This is an optimization exercise on Yosys and OpenROAD, whose aim is small area, not a production implementation.
In this exercise RTL edits were held to simulation tests only and were not proved equivalent to the original.
Power figures rest on the tool's default switching activity, not on a simulated workload.

==> xenon: inputs <==
// iris_core
module iris_core (
    input  wire        clk,
    input  wire        rst,         
    input  wire        cmd_valid,
    output wire        cmd_ready,
    input  wire [39:0] cmd,
    output reg         rsp_valid,
    output wire [39:0] rsp
);
Settings: LEC_CHECK=0, CAP_MARGIN=20, CORE_MARGIN=2, CORE_UTILIZATION=40, PLACE_DENSITY=0.6, SLEW_MARGIN=20; clock period 10.0 ns.
standard.sh (not shown) runs the stock make flow with config.mk's settings and CLKGATE_MAP_FILE= SYNTH_SCRIPT=/design/flow/synth_recipe.tcl, a recipe that flattens the netlist after the stock synthesis.
==> flow/flow/run.sh <==
#!/bin/bash
# Own layout flow: the standard ORFS flow, with an area-oriented ABC
# script in synthesis and CTS arguments from flow/cts_args (if present).
# Each tool's full output goes to a log file in the work folder.
set -euo pipefail
W=$(pwd)
export AREA_ABC_SCRIPT=$W/flow/area.abc
export FLOW_SYNTH_TCL=$W/synth_recipe.tcl
# flow settings from the standard flow's config.mk, also on make's command line (as standard.sh does)
knobs=()
while read -r k v; do
  knobs+=("$k=$v")
done < <(sed -n 's/^export \(CAP_MARGIN\|CORE_MARGIN\|CORE_UTILIZATION\|PLACE_DENSITY\|SLEW_MARGIN\|CTS_CLUSTER_SIZE\|CTS_CLUSTER_DIAMETER\|CTS_BUF_LIST\|DIE_AREA\|CORE_AREA\|GPL_TIMING_DRIVEN\|GPL_ROUTABILITY_DRIVEN\) = \(.*\)$/\1 \2/p' config.mk)
# every port keeps its buffer; the smallest buffer cell is enough here
export BUFFER_PORTS_ARGS="-buffer_cell sky130_fd_sc_hd__buf_1"
if [[ -f flow/cts_args ]]; then
  export CTS_ARGS="$(cat flow/cts_args)"
fi
make -C "$FLOW_HOME" DESIGN_CONFIG="$W/config.mk" WORK_HOME="$W/orfs" CLKGATE_MAP_FILE= \
  SYNTH_SCRIPT="$W/flow/synth.tcl" "${knobs[@]}" finish > "$W/make_flow.log" 2>&1
R="$W/orfs/results/${FLOW_PLATFORM:-sky130hd}/iris_core/base"
: # left out here: write the final layout as DEF
==> flow/flow/area.abc <==
strash
&get -n
&deepsyn -T 20
&put
dch -f
amap
topo
==> flow/flow/cts_args <==
-sink_clustering_enable -repair_clock_nets -dont_use_dummy_load -sink_clustering_size 24 -sink_clustering_max_diameter 120
==> flow/flow/synth.tcl <==
# Standard synthesis (synth_recipe.tcl, sourced below) with one change: the
# combinational mapping runs an area-oriented ABC script (flow/area.abc)
# instead of ORFS's delay-oriented one. Registers are mapped before ABC
# runs and ABC never sees them, so they are the standard synthesis's.
proc abc {args} {
  set i [lsearch $args -script]
  if {$i >= 0} {
    set args [lreplace $args [expr {$i + 1}] [expr {$i + 1}] $::env(AREA_ABC_SCRIPT)]
  }
  puts "area flow: abc $args"
  yosys abc {*}$args
}
source $::env(FLOW_SYNTH_TCL)
==> inputs of tundra, as changes to xenon <==
--- a/flow/design.v
+++ b/flow/design.v
@@ -166,58 +166,36 @@
     wire [4:0] hi_v    = {~rno[1], rno[1] & ~rno[0], 2'b00, rno[1] & rno[0]};
     wire [4:0] reg_val = abyte[4] ? hi_v : lo_v;
     wire ord_bad = idx_hi5 || (idx[4:0] >= out_len);
     wire lrd_bad = idx_ge16 || (idx[3:0] >= lps_len);
     wire pm_null = !hdr_present || (!o_lps && !snap_ok);
-    reg [7:0] ist;
-    reg [7:0] idat;
-    reg       ilong;
-    always @(*) begin
-        ist   = ST_OK;
-        idat  = 8'd0;
-        ilong = 1'b0;
-        if (!legal)
-            ist = ST_ILLEGAL_CMD;
-        else if (o_create) begin
-            if (arg == 32'd0 || arg_gt16) ist = ST_ALLOC_FAIL;
-        end else if (o_push) begin
-            if (!rb_valid) ist = ST_NO_BUFFER;
-            else if (rb_full) ist = ST_FULL;
-        end else if (o_pop) begin
-            if (!rb_valid) ist = ST_NO_BUFFER;
-            else if (rb_empty) ist = ST_EMPTY;
-            else idat = stg_t;
-        end else if (o_sbind) begin
-            if (arg_gt16) ist = ST_BAD_ARG;
-        end else if (o_swr) begin
-            if (idx_ge16) ist = ST_BAD_ARG;
-        end else if (o_hbind) begin
-            if (arg_gt8) ist = ST_BAD_ARG;
-        end else if (o_hwr) begin
-            if (idx_ge8) ist = ST_BAD_ARG;
-        end else if (o_ord) begin
-            if (ord_bad) ist = ST_BAD_ARG;
-            else idat = out_t;
-        end else if (o_lrd) begin
-            if (lrd_bad) ist = ST_BAD_ARG;
-            else idat = {5'd0, lps_t};
-        end else if (o_reg) begin
-            if (!reg_ok) ist = ST_BAD_ARG;
-            else idat = {3'd0, reg_val};
-        end else if (o_lps || o_match || o_sync) begin
-            if (pm_null) ist = ST_NULL_OR_EMPTY;
-            else if (m_zero) ist = ST_EMPTY_HEADER;
-            else ilong = 1'b1;
-        end else if (o_rot) begin
-            ist = ST_NULL_OR_EMPTY;
-        end else if (o_val) begin
-            if (!hdr_present) ist = ST_NULL_OR_EMPTY;
-            else if (m_zero) ist = ST_EMPTY_HEADER;
-            else if (out_len == 5'd0) ist = ST_NOT_READY;
-            else ilong = 1'b1;
-        end
-    end
+    wire pm_cmd  = o_lps || o_match || o_sync;
+    wire create_ok = (arg != 32'd0) && !arg_gt16;
+    wire push_ok = rb_valid && !rb_full;
+    wire pop_ok  = rb_valid && !rb_empty;
+    wire e_nobuf = (o_push || o_pop) && !rb_valid;
+    wire e_full  = o_push && rb_full;
+    wire e_empty = o_pop && rb_empty;
+    wire e_alloc = o_create && !create_ok;
+    wire e_bad   = (o_sbind && arg_gt16) || (o_swr && idx_ge16) ||
+                   (o_hbind && arg_gt8) || (o_hwr && idx_ge8) ||
+                   (o_ord && ord_bad) || (o_lrd && lrd_bad) || (o_reg && !reg_ok);
+    wire hdr_in  = (pm_cmd && !pm_null) || (o_val && hdr_present);
+    wire e_null  = (pm_cmd && pm_null) || o_rot || (o_val && !hdr_present);
+    wire e_ehdr  = hdr_in && m_zero;
+    wire e_nrdy  = o_val && hdr_present && !m_zero && (out_len == 5'd0);
+    wire ilong   = legal && hdr_in && !m_zero && !(o_val && out_len == 5'd0);
+    wire [4:0] ist5 = legal ? {e_nobuf || e_bad || e_nrdy,
+                               e_null || e_ehdr,
+                               e_ehdr,
+                               e_empty || e_alloc || e_null || e_nrdy,
+                               e_full || e_alloc || e_bad || e_null || e_nrdy}
+                            : 5'b10010;
+    wire [7:0] idat = ({8{legal && o_pop && pop_ok}} & stg_t) |
+                      ({8{legal && o_ord && !ord_bad}} & out_t) |
+                      ({8{legal && o_lrd && !lrd_bad}} & {5'd0, lps_t}) |
+                      ({8{legal && o_reg && reg_ok}} & {3'd0, reg_val});
     wire [2:0] t      = ph[2:0];
     wire [4:0] ph_inc = {1'b0, ph} + 5'd1;
     wire       eq     = (hdr_t == c);
     wire       lmode  = (state == S_LPS);
     wire       first  = lmode ? (k == 4'd0) : (v == 5'd0);
@@ -255,11 +233,11 @@
         if (scan_end && !found) begin fin = 1'b1; fst = ST_HEADER_NOT_FOUND; end
         if (rot_end && !ksync) fin = 1'b1;
         if (val_end) begin fin = 1'b1; fst = ok_nx ? ST_VALID : ST_PAYLOAD_INVALID; end
     end
     wire [3:0] fdat = found ? spos[3:0] : (ksync && val_end) ? header_pos : 4'd0;
-    wire stg_we  = do_cmd && o_push && rb_valid && !rb_full;
+    wire stg_we  = do_cmd && o_push && push_ok;
     wire snp_we  = do_cmd && o_swr && !idx_ge16;
     wire hdr_we  = do_cmd && o_hwr && !idx_ge8;
     wire lps_we  = lmode && sub && at_k;
     wire out_we  = rot_step;
     always @(posedge clk) begin
@@ -270,17 +248,16 @@
         lps  <= {lps_we ? lpsval : lps_t, lps[23:3]};
         vv   <= {sweep ? vnew : v_t, vv[7:1]};
         prev <= v_t;
     end
     wire       rsp_go = (accept && idle && !ilong) || fin;
-    wire [7:0] rst_nx = (idle) ? ist : fst;
     always @(posedge clk) begin
         if (rst)
             rsp_valid <= 1'b0;
         else
             rsp_valid <= rsp_go;
-        rsp_st <= {rst_nx[5], rst_nx[4], rst_nx[2], rst_nx[1], rst_nx[0]};
+        rsp_st <= idle ? ist5 : {fst[5], fst[4], fst[2], fst[1], fst[0]};
         rsp_d  <= idle ? idat : {4'd0, fdat};
     end
     always @(posedge clk) begin
         if (rst) begin
             rb_valid     <= 1'b0;
@@ -299,16 +276,16 @@
         end else begin
             if (do_cmd) begin
                 if (o_create) begin
                     head <= 4'd0;
                     tail <= 4'd0;
-                    rb_valid <= (ist == ST_OK);
-                    capacity <= (ist == ST_OK) ? arg[4:0] : 5'd0;
+                    rb_valid <= create_ok;
+                    capacity <= create_ok ? arg[4:0] : 5'd0;
                 end
-                if (o_push && ist == ST_OK)
+                if (o_push && push_ok)
                     head <= ptr_nx;
-                if (o_pop && ist == ST_OK)
+                if (o_pop && pop_ok)
                     tail <= ptr_nx;
                 if (o_sbind && !arg_gt16) begin
                     snap_present <= 1'b1;
                     data_len     <= arg[4:0];
                 end
--- a/flow/flow/run.sh
+++ b/flow/flow/run.sh
@@ -9,10 +9,11 @@
 # flow settings from the standard flow's config.mk, also on make's command line (as standard.sh does)
 knobs=()
 while read -r k v; do
   knobs+=("$k=$v")
 done < <(sed -n 's/^export \(CAP_MARGIN\|CORE_MARGIN\|CORE_UTILIZATION\|PLACE_DENSITY\|SLEW_MARGIN\|CTS_CLUSTER_SIZE\|CTS_CLUSTER_DIAMETER\|CTS_BUF_LIST\|DIE_AREA\|CORE_AREA\|GPL_TIMING_DRIVEN\|GPL_ROUTABILITY_DRIVEN\) = \(.*\)$/\1 \2/p' config.mk)
+export SKIP_REPAIR_TIE_FANOUT=1
 # every port keeps its buffer; the smallest buffer cell is enough here
 export BUFFER_PORTS_ARGS="-buffer_cell sky130_fd_sc_hd__buf_1"
 if [[ -f flow/cts_args ]]; then
   export CTS_ARGS="$(cat flow/cts_args)"
 fi
==> flow/flow/cts_args (replaced) <==
-sink_clustering_enable -repair_clock_nets -dont_use_dummy_load -sink_clustering_size 28 -sink_clustering_max_diameter 100
CORE_UTILIZATION = 60   (was 40)
PLACE_DENSITY = 0.75   (was 0.6)
==> summary.txt <==
- Against xenon, the utilization of tundra is higher by 20 points.
- Synthesized area is about the same in tundra and xenon.
- In sequential cell count, tundra and xenon do not differ.
- Via count: tundra is higher than xenon (about 3.2%).
- Of xenon and tundra, xenon has the higher clock power (gap about 6%, measured against tundra).
==> figures <==
	tundra	xenon
Biggest fanout along the worst timing path	7	5
Multi-input gate area	4130 um^2	4322 um^2
Result of the run	complete, no violations	complete, no violations
Area of all placed cells without fillers	17,840 um^2	18,220 um^2
P_sw	1.084 mW	0.9536 mW
Core outline area	27,550 um^2	41,020 um^2
Sequential area share after synthesis	69.81%	69.73%
Inserted tap cell count	378	532
Vert. Die Dim	170.7 um	208.3 um
Share of the final layout cell area in multi-input gates	23.15%	23.72%
Starting Density	60.52%	40.70%
Post-DP Area	17,230 um^2	17,540 um^2

what the ideal ports hide:
Ports are ideal in the flow. The routed layouts listed here were re-timed in OpenROAD.
Step 1 sets driving cells, clkbuf_16 on the clock port and buf_2 on the other inputs (assumed; they add their load-dependent delay and slew).
Step 2 adds t to the input delays and takes it off the output delays; t is the mean of the earliest and latest rising clock arrival at the registers after step 1. Input paths then give back, and output paths get back, about the clock's delay inside the block.
Slacks: ideal / step 1 / step 2; pairs: ideal / step 1.
run | t (ns) | setup WS [ns] | hold WS [ns] | worst data-port slew with drivers (ns)
xenon | 0.617 | 2.027 / 2.006 / 2.006 | 0.296 / 0.296 / 0.296 | 0.06
tundra | 0.596 | 2.316 / 2.294 / 1.878 | 0.282 / 0.282 / 0.282 | 0.04
After both steps every run listed still meets setup and hold. The setup slack of tundra, which loses most, moves by -0.022 ns with the drivers and by -0.438 ns with both steps.
